This is an optimization exercise on Yosys and OpenROAD, whose aim is a short achievable clock period and few clock cycles, not a production implementation.
In this exercise RTL edits were held to simulation tests only and were not proved equivalent to the original.
Power is estimated from default activity; no workload was simulated.

===== design/flow/design.v =====
module dcpu16_core (
    input  wire         clk,
    input  wire         rst,         
    input  wire         start,       
    output wire         busy,        
    output reg          mem_req,
    output reg          mem_we,
    output reg  [15:0]  mem_addr,
    output reg  [15:0]  mem_wdata,
    input  wire         mem_ready,
    input  wire [15:0]  mem_rdata,
    output wire [127:0] regs,        
    output wire [15:0]  pc,
    output wire [15:0]  sp,
    output wire         o
);
    localparam integer DIVK  = 3;
    reg s_idle, s_f, s_ax, s_am, s_bx, s_bm, s_k, s_w;
    reg [15:0] gpr [0:7];
    reg [15:0] pc_r;
    reg [15:0] pc1_r, pc2_r;     
    reg [15:0] npc;              
    reg [15:0] sp_r;
    reg        o_r;
    reg [15:0] addr_r;       
    reg [15:0] av, bv;       
    reg [15:0] mav, mbv;     
    reg [15:0] na, nb;       
    reg [15:0] r_and, r_or, r_xor;   
    reg [15:0] r_andn;               
    reg [15:0] r1_p, r1_g;           
    reg [18:0] r_shl2;               
    reg [15:0] r_shr2;               
    reg        r_big;                
    reg        r_anz;                
    reg [15:0] a_loc;        
    reg [5:0]  ca_r, cb_r;   
    reg        exe;          
    reg [7:0]  wr_reg;       
    reg        wr_sp, wr_pc, wr_o, wr_mem;
    reg        slow;         
    reg q_set, q_add, q_sub, q_mul, q_shl, q_shr, q_and, q_bor, q_xor;
    reg f_set, f_add, f_sub, f_div, f_mod, f_shl, f_shr, f_res;
    reg f_and, f_bor, f_xor, f_ife, f_ifn, f_ifg, f_ifb, f_wo;
    reg [15:0] res_r;        
    reg        ores_r;       
    reg [15:0] drem;         
    reg [15:0] dq;           
    reg [15:0] dbv;          
    reg [17:0] db3;          
    reg [3:0]  kcnt;
    reg        bvz;
    assign busy = ~s_idle;
    function c_ext(input [5:0] c);
        c_ext = (c[5:3] == 3'b010) || (c == 6'd30) || (c == 6'd31);
    endfunction
    function c_mem(input [5:0] c);
        c_mem = (c[5:3] == 3'b001) || (c[5:3] == 3'b010) || (c == 6'd24) ||
                (c == 6'd25) || (c == 6'd26) || (c == 6'd30);
    endfunction
    function [15:0] nval(input [5:0] c);
        if (c[5])
            nval = {11'd0, c[4:0]};
        else if (c[4:3] != 2'b11)
            nval = gpr[c[2:0]];
        else if (c == 6'd27)
            nval = sp_r;
        else if (c == 6'd28)
            nval = pc_r;
        else
            nval = {15'd0, o_r};
    endfunction
    function [15:0] maddr(input [5:0] c);
        if (c[4:3] != 2'b11)
            maddr = gpr[c[2:0]];
        else if (c == 6'd26)
            maddr = sp_r - 16'd1;
        else
            maddr = sp_r;
    endfunction
    function has_res(input [3:0] op);
        has_res = (op != 4'd0) && (op < 4'd12);
    endfunction
    function [16:0] ks_carry(input [15:0] g, input [15:0] p, input cin);
        reg [15:0] gg, pp, g2, p2;
        integer k, d;
        begin
            gg = g;
            pp = p;
            gg[0] = g[0] | (p[0] & cin);
            for (d = 1; d < 16; d = d * 2) begin
                g2 = gg;
                p2 = pp;
                for (k = d; k < 16; k = k + 1) begin
                    g2[k] = gg[k] | (pp[k] & gg[k-d]);
                    p2[k] = pp[k] & pp[k-d];
                end
                gg = g2;
                pp = p2;
            end
            ks_carry = {gg, cin};
        end
    endfunction
    wire [16:0] add_c   = ks_carry(r_and, r_xor, 1'b0);
    wire [16:0] sub_c   = ks_carry(r_andn, ~r_xor, 1'b1);
    wire [16:0] add_raw = {add_c[16], r_xor ^ add_c[15:0]};
    wire [16:0] sub_raw = {~sub_c[16], ~r_xor ^ sub_c[15:0]};
    wire        big_sh  = r_big;
    wire [31:0] shl_raw = {13'd0, r_shl2} << {bv[3:2], 2'b00};
    wire [15:0] shr_raw = r_shr2 >> {bv[3:2], 2'b00};
    wire [16:0] madd_raw = {1'b0, mav} + {1'b0, mbv};
    wire [16:0] msub_raw = {1'b0, mav} - {1'b0, mbv};
    wire        mbig_sh  = (mbv[15:4] != 12'd0);
    wire [31:0] mshl_raw = {16'd0, mav} << mbv[3:0];
    wire [15:0] mshr_raw = mav >> mbv[3:0];
    wire [31:0] mul_raw  = mav * mbv;
    wire        mshl_o   = mbig_sh ? (mav != 16'd0) : (mshl_raw[31:16] != 16'd0);
    wire        shl_o   = big_sh ? r_anz : (shl_raw[31:16] != 16'd0);
    wire [15:0] reg_result = {16{slow}} & res_r;
    wire [15:0] logic_result =
          ({16{f_and}} & r_and)
        | ({16{f_bor}} & r_or)
        | ({16{f_xor}} & r_xor)
        | reg_result;
    wire [15:0] ex_result =
          ({16{f_set}} & bv)
        | ({16{f_add}} & add_raw[15:0])
        | ({16{f_sub}} & sub_raw[15:0])
        | ({16{f_shl & ~big_sh}} & shl_raw[15:0])
        | ({16{f_shr & ~big_sh}} & shr_raw)
        | logic_result;
    wire ex_o = (f_add & add_raw[16])
              | (f_sub & sub_raw[16])
              | (f_shl & shl_o)
              | (slow & ores_r);
    wire [15:0] k_result =
          ({16{q_set}} & mbv)
        | ({16{q_add}} & madd_raw[15:0])
        | ({16{q_sub}} & msub_raw[15:0])
        | ({16{q_mul}} & mul_raw[15:0])
        | ({16{q_shl & ~mbig_sh}} & mshl_raw[15:0])
        | ({16{q_shr & ~mbig_sh}} & mshr_raw)
        | ({16{q_and}} & (mav & mbv))
        | ({16{q_bor}} & (mav | mbv))
        | ({16{q_xor}} & (mav ^ mbv));
    wire k_o = (q_add & madd_raw[16])
             | (q_sub & msub_raw[16])
             | (q_mul & (mul_raw[31:16] != 16'd0))
             | (q_shl & mshl_o);
    wire a_ne_b  = (r_xor != 16'd0);
    wire ex_skip = (f_ife & a_ne_b)
                 | (f_ifn & ~a_ne_b)
                 | (f_ifg & ~(sub_c[16] & a_ne_b))
                 | (f_ifb & (r_and == 16'd0));
    wire [16:0] sp1_cc = ks_carry(r1_g, r1_p, 1'b0);
    wire [15:0] sub_p1 = r1_p ^ sp1_cc[15:0];
    wire [15:0] set_p1 = bv + 16'd1;
    wire [15:0] log_p1 = logic_result + 16'd1;
    wire [15:0] res_p1 = f_set ? set_p1 : f_sub ? sub_p1 : log_p1;
    wire [15:0] pc_inc1 = pc1_r;
    wire [15:0] pc_inc2 = pc2_r;
    wire [15:0] new_pc = !exe    ? pc_r :
                         wr_pc   ? res_p1 :
                         ex_skip ? pc_inc2 : pc_inc1;
    wire        new_o  = !exe   ? o_r :
                         wr_o   ? (reg_result != 16'd0) :
                         f_wo   ? ex_o : o_r;
    genvar gi;
    generate
        for (gi = 0; gi < 8; gi = gi + 1) begin : g_out
            assign regs[16*gi +: 16] = wr_reg[gi] ? ex_result : gpr[gi];
        end
    endgenerate
    assign pc = new_pc;
    assign sp = wr_sp ? ex_result : sp_r;
    assign o  = new_o;
    function [31:0] r4_step(input [15:0] r, input [15:0] q, input [15:0] b, input [17:0] b3);
        reg [17:0] t;
        reg [1:0]  d;
        begin
            t = {r, q[15:14]};
            if (t >= b3) begin
                t = t - b3;
                d = 2'd3;
            end else if (t >= {1'b0, b, 1'b0}) begin
                t = t - {1'b0, b, 1'b0};
                d = 2'd2;
            end else if (t >= {2'b0, b}) begin
                t = t - {2'b0, b};
                d = 2'd1;
            end else begin
                d = 2'd0;
            end
            r4_step = {t[15:0], q[13:0], d};
        end
    endfunction
    wire [17:0] mb3 = {2'b0, mbv} + {1'b0, mbv, 1'b0};
    wire [31:0] d0a = r4_step(16'd0, mav, mbv, mb3);
    wire [31:0] d0  = r4_step(d0a[31:16], d0a[15:0], mbv, mb3);
    wire [31:0] d4a = r4_step(drem, dq, dbv, db3);
    wire [31:0] d4b = r4_step(d4a[31:16], d4a[15:0], dbv, db3);
    wire [31:0] d4  = r4_step(d4b[31:16], d4b[15:0], dbv, db3);
    task go_idle;
        begin
            s_idle <= 1'b1;
            exe    <= 1'b1;
        end
    endtask
    task post(input slow_i, input wmem_i, input [15:0] wloc);
        begin
            if (slow_i) begin
                s_k <= 1'b1;
            end else if (wmem_i) begin
                s_w    <= 1'b1;
                addr_r <= wloc;
            end else begin
                go_idle;
            end
        end
    endtask
    task resolve_b(input [5:0] c, input slow_i, input wmem_i, input [15:0] wloc);
        begin
            nb = nval(c);
            if (slow_i) mbv <= nval(c);
            if (c_ext(c)) begin
                s_bx   <= 1'b1;
                addr_r <= pc1_r;
                npc     = pc1_r;
            end else if (c_mem(c)) begin
                s_bm   <= 1'b1;
                addr_r <= maddr(c);
                if (c == 6'd24) sp_r <= sp_r + 16'd1;
                if (c == 6'd26) sp_r <= sp_r - 16'd1;
            end else begin
                post(slow_i, wmem_i, wloc);
            end
        end
    endtask
    wire [15:0] w  = mem_rdata;
    wire [3:0]  wo = w[3:0];
    wire [5:0]  wa = w[9:4];
    wire [5:0]  wb = w[15:10];
    wire        w_res  = has_res(wo);
    wire        w_slow = (wo == 4'd4) || (wo == 4'd5) || (wo == 4'd6) ||
                         (w_res && wa == 6'd29) ||
                         (wa == 6'd28 && (wo == 4'd2 || wo == 4'd7 || wo == 4'd8));
    integer i;
    always @(posedge clk) begin
        na  = av;
        nb  = bv;
        npc = pc_r;
        if (rst) begin
            s_idle <= 1'b1;
            s_f  <= 1'b0; s_ax <= 1'b0; s_am <= 1'b0; s_bx <= 1'b0;
            s_bm <= 1'b0; s_k  <= 1'b0; s_w  <= 1'b0;
            for (i = 0; i < 8; i = i + 1) gpr[i] <= 16'd0;
            npc     = 16'd0;
            sp_r   <= 16'd0;
            o_r    <= 1'b0;
            addr_r <= 16'd0;
            exe    <= 1'b0;
            wr_reg <= 8'd0;
            wr_sp  <= 1'b0;
            wr_pc  <= 1'b0;
            wr_o   <= 1'b0;
            wr_mem <= 1'b0;
            kcnt   <= 4'd0;
            drem   <= 16'd0;
        end else begin
            exe <= 1'b0;
            if (s_idle) begin
                if (exe) begin
                    for (i = 0; i < 8; i = i + 1)
                        if (wr_reg[i]) gpr[i] <= ex_result;
                    if (wr_sp) sp_r <= ex_result;
                    npc   = new_pc;
                    o_r  <= new_o;
                    wr_reg <= 8'd0;
                    wr_sp  <= 1'b0;
                    wr_pc  <= 1'b0;
                    wr_o   <= 1'b0;
                end
                addr_r <= new_pc;
                if (start) begin
                    s_idle <= 1'b0;
                    s_f    <= 1'b1;
                end
            end
            if (s_f && mem_ready) begin
                s_f  <= 1'b0;
                ca_r <= wa;
                cb_r <= wb;
                q_set <= (wo == 4'd1);  q_add <= (wo == 4'd2);
                q_sub <= (wo == 4'd3);  q_mul <= (wo == 4'd4);
                q_shl <= (wo == 4'd7);  q_shr <= (wo == 4'd8);
                q_and <= (wo == 4'd9);  q_bor <= (wo == 4'd10);
                q_xor <= (wo == 4'd11);
                f_set <= !w_slow && (wo == 4'd1);  f_add <= !w_slow && (wo == 4'd2);
                f_sub <= !w_slow && (wo == 4'd3);  f_res <= w_slow && (wo != 4'd5) && (wo != 4'd6);
                f_div <= (wo == 4'd5);  f_mod <= (wo == 4'd6);
                f_shl <= !w_slow && (wo == 4'd7);  f_shr <= !w_slow && (wo == 4'd8);
                f_and <= !w_slow && (wo == 4'd9);  f_bor <= !w_slow && (wo == 4'd10);
                f_xor <= !w_slow && (wo == 4'd11); f_ife <= (wo == 4'd12);
                f_ifn <= (wo == 4'd13); f_ifg <= (wo == 4'd14);
                f_ifb <= (wo == 4'd15);
                f_wo  <= (wo >= 4'd2) && (wo <= 4'd8);
                slow  <= w_slow;
                for (i = 0; i < 8; i = i + 1)
                    wr_reg[i] <= w_res && (wa[5:3] == 3'b000) && (wa[2:0] == i);
                wr_sp  <= w_res && (wa == 6'd27);
                wr_pc  <= w_res && (wa == 6'd28);
                wr_o   <= w_res && (wa == 6'd29);
                wr_mem <= w_res && c_mem(wa);
                na = nval(wa);
                if (w_slow) mav <= nval(wa);
                if (c_ext(wa)) begin
                    s_ax   <= 1'b1;
                    addr_r <= pc1_r;
                    npc     = pc1_r;
                end else if (c_mem(wa)) begin
                    s_am   <= 1'b1;
                    addr_r <= maddr(wa);
                    if (wa == 6'd24) sp_r <= sp_r + 16'd1;
                    if (wa == 6'd26) sp_r <= sp_r - 16'd1;
                end else begin
                    resolve_b(wb, w_slow, 1'b0, a_loc);
                end
            end
            if (s_ax && mem_ready) begin
                s_ax <= 1'b0;
                if (ca_r[5:3] == 3'b010) begin
                    s_am   <= 1'b1;
                    addr_r <= av + mem_rdata;
                end else if (ca_r == 6'd30) begin
                    s_am   <= 1'b1;
                    addr_r <= mem_rdata;
                end else begin
                    na = mem_rdata;
                    if (slow) mav <= mem_rdata;
                    resolve_b(cb_r, slow, 1'b0, a_loc);
                end
            end
            if (s_am && mem_ready) begin
                s_am  <= 1'b0;
                na    = mem_rdata;
                if (slow) mav <= mem_rdata;
                a_loc <= addr_r;
                resolve_b(cb_r, slow, wr_mem, addr_r);
            end
            if (s_bx && mem_ready) begin
                s_bx <= 1'b0;
                if (cb_r[5:3] == 3'b010) begin
                    s_bm   <= 1'b1;
                    addr_r <= bv + mem_rdata;
                end else if (cb_r == 6'd30) begin
                    s_bm   <= 1'b1;
                    addr_r <= mem_rdata;
                end else begin
                    nb = mem_rdata;
                    if (slow) mbv <= mem_rdata;
                    post(slow, wr_mem, a_loc);
                end
            end
            if (s_bm && mem_ready) begin
                s_bm <= 1'b0;
                nb   = mem_rdata;
                if (slow) mbv <= mem_rdata;
                post(slow, wr_mem, a_loc);
            end
            if (s_k) begin
                kcnt <= kcnt + 4'd1;
                bvz  <= (mbv == 16'd0);
                if (kcnt == 4'd0) begin
                    res_r  <= k_result;
                    ores_r <= f_div ? (mbv == 16'd0) : k_o;
                end else if (kcnt == DIVK - 1) begin
                    res_r  <= (f_div ? d4[15:0] : d4[31:16]) & {16{~bvz}};
                end
                if (kcnt == 4'd0) begin
                    drem <= d0[31:16];
                    dq   <= d0[15:0];
                    dbv  <= mbv;
                    db3  <= mb3;
                end else begin
                    drem <= d4[31:16];
                    dq   <= d4[15:0];
                end
                if (f_res || kcnt == DIVK - 1) begin
                    s_k  <= 1'b0;
                    kcnt <= 4'd0;
                    if (wr_mem) begin
                        s_w    <= 1'b1;
                        addr_r <= a_loc;
                    end else begin
                        go_idle;
                    end
                end
            end
            if (s_w && mem_ready) begin
                s_w <= 1'b0;
                go_idle;
            end
        end
        av     <= na;
        bv     <= nb;
        pc_r   <= npc;
        pc1_r  <= npc + 16'd1;
        pc2_r  <= npc + 16'd2;
        r_and  <= na & nb;
        r_or   <= na | nb;
        r_xor  <= na ^ nb;
        r_andn <= na & ~nb;
        r1_p   <= (na ^ ~nb ^ 16'h0002) ^
                  {((na[14:0] & ~nb[14:0]) | ((na[14:0] ^ ~nb[14:0]) & 15'h0002)), 1'b0};
        r1_g   <= (na ^ ~nb ^ 16'h0002) &
                  {((na[14:0] & ~nb[14:0]) | ((na[14:0] ^ ~nb[14:0]) & 15'h0002)), 1'b0};
        r_shl2 <= {3'd0, na} << nb[1:0];
        r_shr2 <= na >> nb[1:0];
        r_big  <= (nb[15:4] != 12'd0);
        r_anz  <= (na != 16'd0);
    end
    always @(*) begin
        mem_req   = s_f | s_ax | s_am | s_bx | s_bm | s_w;
        mem_we    = s_w;
        mem_addr  = addr_r;
        mem_wdata = ex_result;
    end
endmodule

===== design/flow/flow/run.sh =====
#!/bin/bash
set -euo pipefail
MARGIN=$(cat flow/margin.txt)
bash standard.sh SETUP_SLACK_MARGIN=$MARGIN finish > standard_flow.log 2>&1

===== design/flow/flow/margin.txt =====
22

===== design/flow/standard.sh =====
#!/bin/bash
# synth_recipe.tcl (not shown) runs the flow's synth.tcl, then flattens the netlist and writes it again
# the make line also repeats each setting of config.mk as NAME=value (left out here)
make -C /OpenROAD-flow-scripts/flow DESIGN_CONFIG=/design/flow/config.mk WORK_HOME=/design/flow/orfs CLKGATE_MAP_FILE= SYNTH_SCRIPT=/design/flow/synth_recipe.tcl "${@:-finish}"

===== design/flow/config.mk =====
export PLATFORM = sky130hd
export DESIGN_NAME = dcpu16_core
export DESIGN_NICKNAME = dcpu16_core
export VERILOG_FILES = /design/flow/design.v
export SDC_FILE = /design/flow/constraint.sdc
export NUM_CORES = 4
export LEC_CHECK = 0
export CAP_MARGIN = 20
export CORE_MARGIN = 2
export CORE_UTILIZATION = 40
export PLACE_DENSITY = 0.6
export SLEW_MARGIN = 20

===== design/flow/constraint.sdc =====
create_clock -name core_clock -period 33.0 [get_ports {clk}]
set_input_delay 6.6000 -clock core_clock [delete_from_list [all_inputs] [get_ports {clk}]]
set_output_delay 6.6000 -clock core_clock [all_outputs]
set_load 0.01 [all_outputs]

==> results by group, run 1 <==
Placed design
  – Detailed Place HPWL: approximately 250 mm
  – Dpl cell area: 67,000 um^2
  – DP Worst Slack: 20,810 ps
  – Final GP Congestion: 1.08
  – Port bufs: 215

Global routing
  – Total GRT Usage: 0.392
  – First-pass GRT wire length: ~460 mm
  – Largest net degree at the start of global routing: between 90 and 100
  – Initial antenna violation count: 9
  – Final global-route overflow total: 0
  – Vias in the first global route: approximately 64,000

CTS
  – CTS H-tree depth: 3
  – Clock latency (worst-skew pair): between 700 and 800 ps
  – Total CTS buffers: 68
  – Clock tree buffer depth: 3
  – Clock-pin slew on the worst setup and hold paths: around 70 ps
  – CTS tree: done
  – Clk sinks: roughly 560
  – Hold Buf Count CTS: 0
  – Root Driver: clkbuf_16

Floorplan
  – Standard-cell rows: 144
  – Core footprint: 155,000 um^2
  – IO Pins: about 220
  – Die W: approximately 400 um
  – Initial core utilization: 0.404
  – Area of the die: 159,000 um^2
  – Die height: 399 um

Final layout
  – Commonest non-fill, non-tap cells in the layout: nor2_1, nand2_1, a21oi_1
  – Final Cell Area: around 70,000 um^2
  – Fill count: approximately 16,000
  – Largest Register: gpr
  – Commonest non-fill, non-tap cell in the layout: nor2_1
  – Nets: around 9,000
  – Max reg flops: roughly 130
  – P&R area growth vs syn: 12.1%
  – Layout cell share with drive strength beyond 1: 0.0757
  – Final core occ: 0.453
  – Storage cell area: 12,800 um^2
  – Regs by FF count: gpr: 128 flops, r_shl2: 19 flops, db3: 18 flops
  – Multi-input logic area: about 46,000 um^2

Synth
  – Synthesized area: approximately 62,000 um^2
  – #FFs+latches synth: approximately 560
  – Post-synthesis sequential area ratio: 0.205
  – Syn_nets: 9,018
  – EDFF count, synth: 152
  – Yosys warns: 2
  – Most used DFF post-synth: dfxtp_1
  – Mapped Cells: 8,287
  – Post-synth ARST share: 0
  – Yosys cell types: approximately 110
  – Avg Cell Area, Syn: ~7.5 um^2

Routing
  – Routed len/inst: 31.1 um
  – Drt first pass iters: 9
  – 1st-iter DRT viols: 8,571
  – Via-per-instance ratio: ~6.5
  – Final ANT Viol Nets: 0
  – DRC viols: 0
  – Routed WL: around 320 mm
  – Vias: between 60,000 and 70,000

Critical path
  – Slowest-stage cell, CP: clkdlybuf4s50_1
  – Worst path required time: between 20,000 and 30,000 ps
  – CP Buf/Inv Count: 3
  – CP Capture Type: output pin
  – Worst path cell trace: nor4_2 -> and4_1 -> a31oi_2 -> a31oi_1 -> a41o_2 -> a21oi_4 -> buf_4 -> buf_12 -> mux2i_1 -> o22ai_1 -> mux2_2 -> clkdlybuf4s50_1
  – Max incr delay on CP: approximately 600 ps
  – Highest net fanout along the worst path: 7
  – Launching element type of the critical path: flop
  – CP delay by family, top: compound AO/OA/AOI/OAI gates
  – WS Path Type: reg -> out
  – WP data arrival: approximately 4500 ps

STA
  – Final setup viols: 0
  – Final WS setup: about 22,000 ps
  – Slew headroom: 0.175
  – Fmax: 0.0905 GHz
  – Fin crit period: 11,050 ps
  – Clk_skew: between 40 and 50 ps
  – RSZ-0062 raised after global routing: true
  – Crit share post-route: 0.335
  – Setup TNS: 0 ps
  – Slew Limit Fails: 0
  – Hold Violations, Final: 0
  – Final hold slack: roughly 480 ps
  – Worst Max-Slew Pin Slew: between 1000 and 1500 ps

Power
  – LEAKAGE: 28.3 nW
  – Maximum vdd drop: ~0.19 mV
  – PD cells: about 62 nW/um^2

Run
  – Total of max-cap violations: 0

Run status
  – Status: no timing/DRC/antenna violations

Worst hold path
  – HP Class: reg -> reg
-- layer usage --
layer | GRT usage | wire length [um] | vias to the layer above
met5 | 0 | 66 | -
met1 | 0.500 | 127000 | 32900
met3 | 0.0811 | 31900 | 1055
li1 | - | - | 29700
met4 | 0.265 | 26300 | 10
met2 | 0.597 | 138000 | 4253
-- synthesized netlist by cell type (all sizes together) (101+ instances only) --
cell / count / share of area
a211oi: 110 / 0.013
a21o: 101 / 0.012
a21oi: 827 / 0.066
a22oi: 112 / 0.013
clkbuf: 445 / 0.027
dfxtp: 412 / 0.13
edfxtp: 152 / 0.073
fa: 213 / 0.068
ha: 498 / 0.10
inv: 594 / 0.036
mux2i: 155 / 0.025
nand2: 858 / 0.052
nand3: 136 / 0.011
nor2: 979 / 0.059
nor3: 179 / 0.015
o211ai: 113 / 0.014
o21ai: 538 / 0.043
o22ai: 109 / 0.011
xnor2: 251 / 0.035
xor2: 124 / 0.017
-- worst reg2reg max path: cells and delay by family, from the launching register on --
kind,cells,cell delay (ps)
AO/OA/AOI/OAI,23,5190
adder cells (fa/ha/maj),4,1380
buffers and inverters,3,500
flip-flops,1,540
multiplexers,2,870
AND/OR/NAND/NOR,4,1660
-- per-stage QoR --
step                      instances  power (mW)
after global routing          10400        4.61
after detailed placement      10200        3.45
after floorplan                8287        2.60
final                         10400        4.33
after CTS                     10400        4.29
after global placement        10200        3.42
-- layout make-up --
type	count	share of cell area
antenna	6	0.000215
multi-input combinational	6582	0.655
clock buffer	90	0.0276
inverter	607	0.0327
sequential	564	0.183
timing repair buffer	463	0.0582
tap	2044	0.0365
clock inverter	33	0.00653
-- path summary, 6_finish.rpt --
kind,depth (start not counted),to,slack [ps],from
max,12,pc[11],21950,r_xor[3]
min reg2reg,1,wr_reg[3],480,wr_reg[3]
max reg2reg,36,res_r[11],22590,db3[0]
min,1,wr_reg[3],480,wr_reg[3]
-- what timing repair did --
item,CTS,global route
endpoints found under the setup margin,77,125
buffers inserted,25,0
resized for setup,38,43
cloned,0,0
pin swaps,5,0
-- cells by family (layout without fill, tap and decap cells) --
kind of cell             count (synthesis)  count (layout)  synth area share
buffers and inverters                 1141            1193            0.0694
adder cells (fa/ha/maj)                711             711             0.168
AND/OR/NAND/NOR                       2631            2631             0.187
other                                    0               6                 0
flip-flops                             564             564             0.205
XOR/XNOR                               375             375            0.0526
multiplexers                           253             253            0.0486
AO/OA/AOI/OAI                         2612            2612             0.269
-- power by group --
group          total, mW  leakage [nW]  internal, mW  switching (mW)
Sequential         0.926          4.79         0.798           0.128
Combinational       2.58          22.3         0.957            1.63
Clock              0.825          1.16         0.473           0.351
Testbench counts, summed over its fixed seeds: cycles 462,108.
==> run 2, diff against run 1 <==
==> design/flow/flow/margin.txt (replaced) <==
23
==> run 2 against run 1 <==
Critical endpoint unchanged. Largest power group unchanged. Sequential power grew 1%. Cell area up 6.1%. Clock skew grew 9.2 ps. Synthesized cell count unchanged. Core utilization grew 2.7 points.
==> results by group, run 2 <==
CTS
  – Clock-pin slew on the worst setup and hold paths: 70 ps (about the same)
  – Clock tree buffer depth: 3 (unchanged)
  – Clock latency (worst-skew pair): 720 ps (about the same)
  – Hold Buf Count CTS: 0 (unchanged)
  – CTS H-tree depth: 3 (unchanged)
  – CTS tree: done
  – Root Driver: clkbuf_16
  – Total CTS buffers: 68 (unchanged)
  – Clk sinks: 564 (unchanged)

Power
  – LEAKAGE: 31.0 nW (+9.8%)
  – Clock power share: 0.175 (-0.015)
  – Maximum vdd drop: 0.179 mV (-5.0%)
  – Comb pwr share: 0.623 (+0.027)
  – PD cells: 62.5 nW/um^2 (+0.89%)
  – Overall power: 4.64 mW (+7.0%)
  – Net Sw Frac: 0.486 (about the same)
  – Sw Pwr: 2.25 mW (+7.0%)
  – P_int: 2.38 mW (+7.0%)
  – Reg power frac: 0.202 (-0.012)

Synth
  – Dominant cell type by area after synthesis: dfxtp_1
  – Commonest cells post-synth: nor2_1, nand2_1, a21oi_1
  – Mapped Cells: 8,287 (unchanged)
  – Synthesized area: 62,400 um^2 (unchanged)
  – Top-count cell post-synth: nor2_1
  – Yosys cell types: 113 (unchanged)
  – Most used DFF post-synth: dfxtp_1
  – Post-synth ARST share: 0 (unchanged)
  – Share of the synthesized area in the top cell type: 0.132 (unchanged)
  – Yosys warns: 2 (unchanged)
  – Avg Cell Area, Syn: 7.53 um^2 (unchanged)
  – Top cells by area, synth: dfxtp_1, ha_1, edfxtp_1
  – Post-synthesis sequential area ratio: 0.205 (unchanged)
  – Syn_nets: 9,018 (unchanged)
  – EDFF count, synth: 152 (unchanged)
  – #FFs+latches synth: 564 (unchanged)

Global routing
  – First-pass GRT wire length: 473 mm (+3.3%)
  – Vias in the first global route: 65,400 (+2.6%)
  – Total GRT Usage: 0.406 (+0.0137)
  – Initial antenna violation count: 7 (-2)
  – Largest net degree at the start of global routing: 90 (-7.2%)
  – Final global-route overflow total: 0 (unchanged)

Critical path
  – FF-to-FF End: res_r[2]
  – Origin of the critical flop-to-flop path: dq[14]
  – WS Path Type: reg -> out
  – Setup slack, reg-to-reg: 23,300 ps (+710 ps)
  – WP data arrival: 3790 ps (-660 ps)
  – Launching element type of the critical path: flop
  – Worst R2R Path Depth: 37 (+2.8%)
  – Highest net fanout along the worst path: 2 (-5)
  – CP Capture Type: output pin
  – Worst path required time: 26,400 ps (about the same)
  – Critical Path Source: res_r[1]

STA
  – Slew Limit Fails: 0 (unchanged)
  – Crit share post-route: 0.315 (-0.0201)
  – Setup TNS: 0 ps (unchanged)
  – RSZ-0062 raised after global routing: true
  – Slew headroom: 0.162 (-0.0136)
  – Final WS setup: 22,610 ps (+665 ps)
  – Fmax: 0.0963 GHz (+6.4%)
  – Worst Max-Slew Pin Slew: 1240 ps (+14.6 ps)
  – Final setup viols: 0 (unchanged)
  – Hold Violations, Final: 0 (unchanged)
  – Fin crit period: 10,390 ps (-665 ps)
  – Clk_skew: 57.6 ps (+9.17 ps)

Final layout
  – Commonest non-fill, non-tap cell in the layout: nor2_1
  – Regs by FF count: gpr: 128 flops, r_shl2: 19 flops, db3: 18 flops
  – Nets: 9,233 (+2.4%)
  – Commonest non-fill, non-tap cells in the layout: nor2_1, nand2_1, a21oi_1
  – Max reg flops: 128 (unchanged)
  – Layout cell share with drive strength beyond 1: 0.142 (+0.0662)
  – Final Cell Area: 74,200 um^2 (+6.1%)
  – P&R area growth vs syn: 18.9%
  – Largest Register: gpr

Floorplan
  – Die W: 399 um (unchanged)
  – Initial core utilization: 0.404 (unchanged)
  – Area of the die: 159,000 um^2 (unchanged)
  – Standard-cell rows: 144 (unchanged)
  – Core footprint: 155,000 um^2 (unchanged)
  – IO Pins: 216 (unchanged)
  – Die height: 399 um (unchanged)

Routing
  – Drt first pass iters: 6 (-3)
  – Routed len/inst: 31.9 um (+2.6%)
  – Vias: 69,400 (+2.3%)
  – DRC viols: 0 (unchanged)
  – Via-per-instance ratio: 6.55 (+0.22%)
  – Routed WL: 339 mm (+4.7%)
  – Final ANT Viol Nets: 0 (unchanged)
  – 1st-iter DRT viols: 9,193 (+7.3%)

Worst hold path
  – Hold depth: 1 (unchanged)
  – Worst Min Path Start: wr_reg[2]
  – Hold endpoint: wr_reg[2]
  – HP Class: reg -> reg

Run status
  – Status: no timing/DRC/antenna violations

Placed design
  – Port bufs: 215 (unchanged)
  – Final GP Congestion: 1.05 (-2.3%)
  – Dpl cell area: 67,100 um^2 (about the same)
  – DP Worst Slack: 21,130 ps (+319 ps)
  – Detailed Place HPWL: 249 mm (+1.2%)

Run
  – Total of max-cap violations: 0 (unchanged)
-- run 2: final cells by class --
class,instances,area (um^2)
clock buffer,95,1960
tap,2044,2560
sequential,564,12900
timing repair buffer,676,6620
multi-input combinational,6585,47500
clock inverter,29,344
inverter,607,2320
fill,15400,80400
antenna,2,5.00
-- run 2: how the worst max path moves through the flow --
stage | depth (start not counted) | endpoint
detailed placement | 16 | pc2_r[15]
global placement | 17 | r1_p[1]
global route | 17 | regs[14]
floorplan | 17 | pc2_r[15]
finish | 11 | pc[11]
CTS | 16 | regs[63]
-- run 2: per-stage QoR --
| step | utilization | instances | hold slack (ps) |
|---|---|---|---|
| detailed placement | 0.434 | 10200 | 456 |
| finish | 0.480 | 10600 | 472 |
| floorplan | - | 8287 | 445 |
| CTS | 0.467 | 10500 | 471 |
| global placement | 0.434 | 10200 | 450 |
| global route | 0.480 | 10600 | 483 |
-- run 2: cells by family (layout without fill, tap and decap cells) --
kind of cell	count (synthesis)	after routing	synth area share
compound gates	2612	2613	0.269
xor+xnor	375	375	0.0526
fa+ha+maj	711	711	0.168
buf+inv	1141	1407	0.0694
flops	564	564	0.205
mux	253	253	0.0486
other cells	0	2	0
simple gates	2631	2633	0.187
-- run 2: layer usage --
layer	share of wire	vias to the layer above	GRT usage
li1	-	30200	-
met1	0.38	33700	0.509
met2	0.43	4413	0.624
met3	0.10	1137	0.0830
met4	0.087	6	0.281
met5	0.00011	-	0.00454
-- run 2: critical path, cell delays in order (launching register included) --
cell and delay (ps):
edfxtp_1 530, a22oi_2 170, a22oi_2 370, nand4_1 200, buf_4 200, or4_4 470, xor2_1 150, nor2_1 70
a211oi_2 280, o22ai_2 170, mux2_4 350, buf_6 130
-- run 2: repair_timing --
item                                    in CTS  in global routing
endpoints found under the setup margin     372                258
gates resized for setup                    755                314
pin swaps                                   87                110
gates cloned                                12                  9
buffers inserted                           135                 87
-- run 2: power groups by stage --
| stage | Sequential, mW | Combinational (mW) | Clock [mW] |
|---|---|---|---|
| global placement | 0.927 | 2.50 | 0 |
| detailed placement | 0.925 | 2.52 | 0 |
| finish | 0.936 | 2.89 | 0.812 |
| global route | 0.938 | 3.13 | 0.835 |
| CTS | 0.924 | 2.72 | 0.810 |
| floorplan | 0.858 | 1.74 | 0 |

[separate check: timing with driven ports]
Ports are ideal in the flow. The routed layouts listed here were re-timed in OpenROAD. Step 1: set_driving_cell puts a clkbuf_16 on clk and a buf_2 on each other input, an assumption about the parent block. Step 2 also shifts input and output timing later by t, the mid clock arrival at the registers, as if the neighbouring blocks saw the same clock. Three values: ideal, step 1, step 2; two values: the first two.
| run | shift t [ns] | setup slack, ns | worst setup path after step 2 | clock arrival spread, ns |
|---|---|---|---|---|
| run 1 | 0.771 | 21.950 / 21.864 / 21.255 | input to register | 0.051 / 0.052 |
| run 2 | 0.774 | 22.614 / 22.532 / 22.238 | input to register | 0.058 / 0.058 |
After both steps every run listed still meets setup and hold. The setup slack of run 1, which loses most, moves by -0.086 ns with the drivers and by -0.695 ns with both steps.
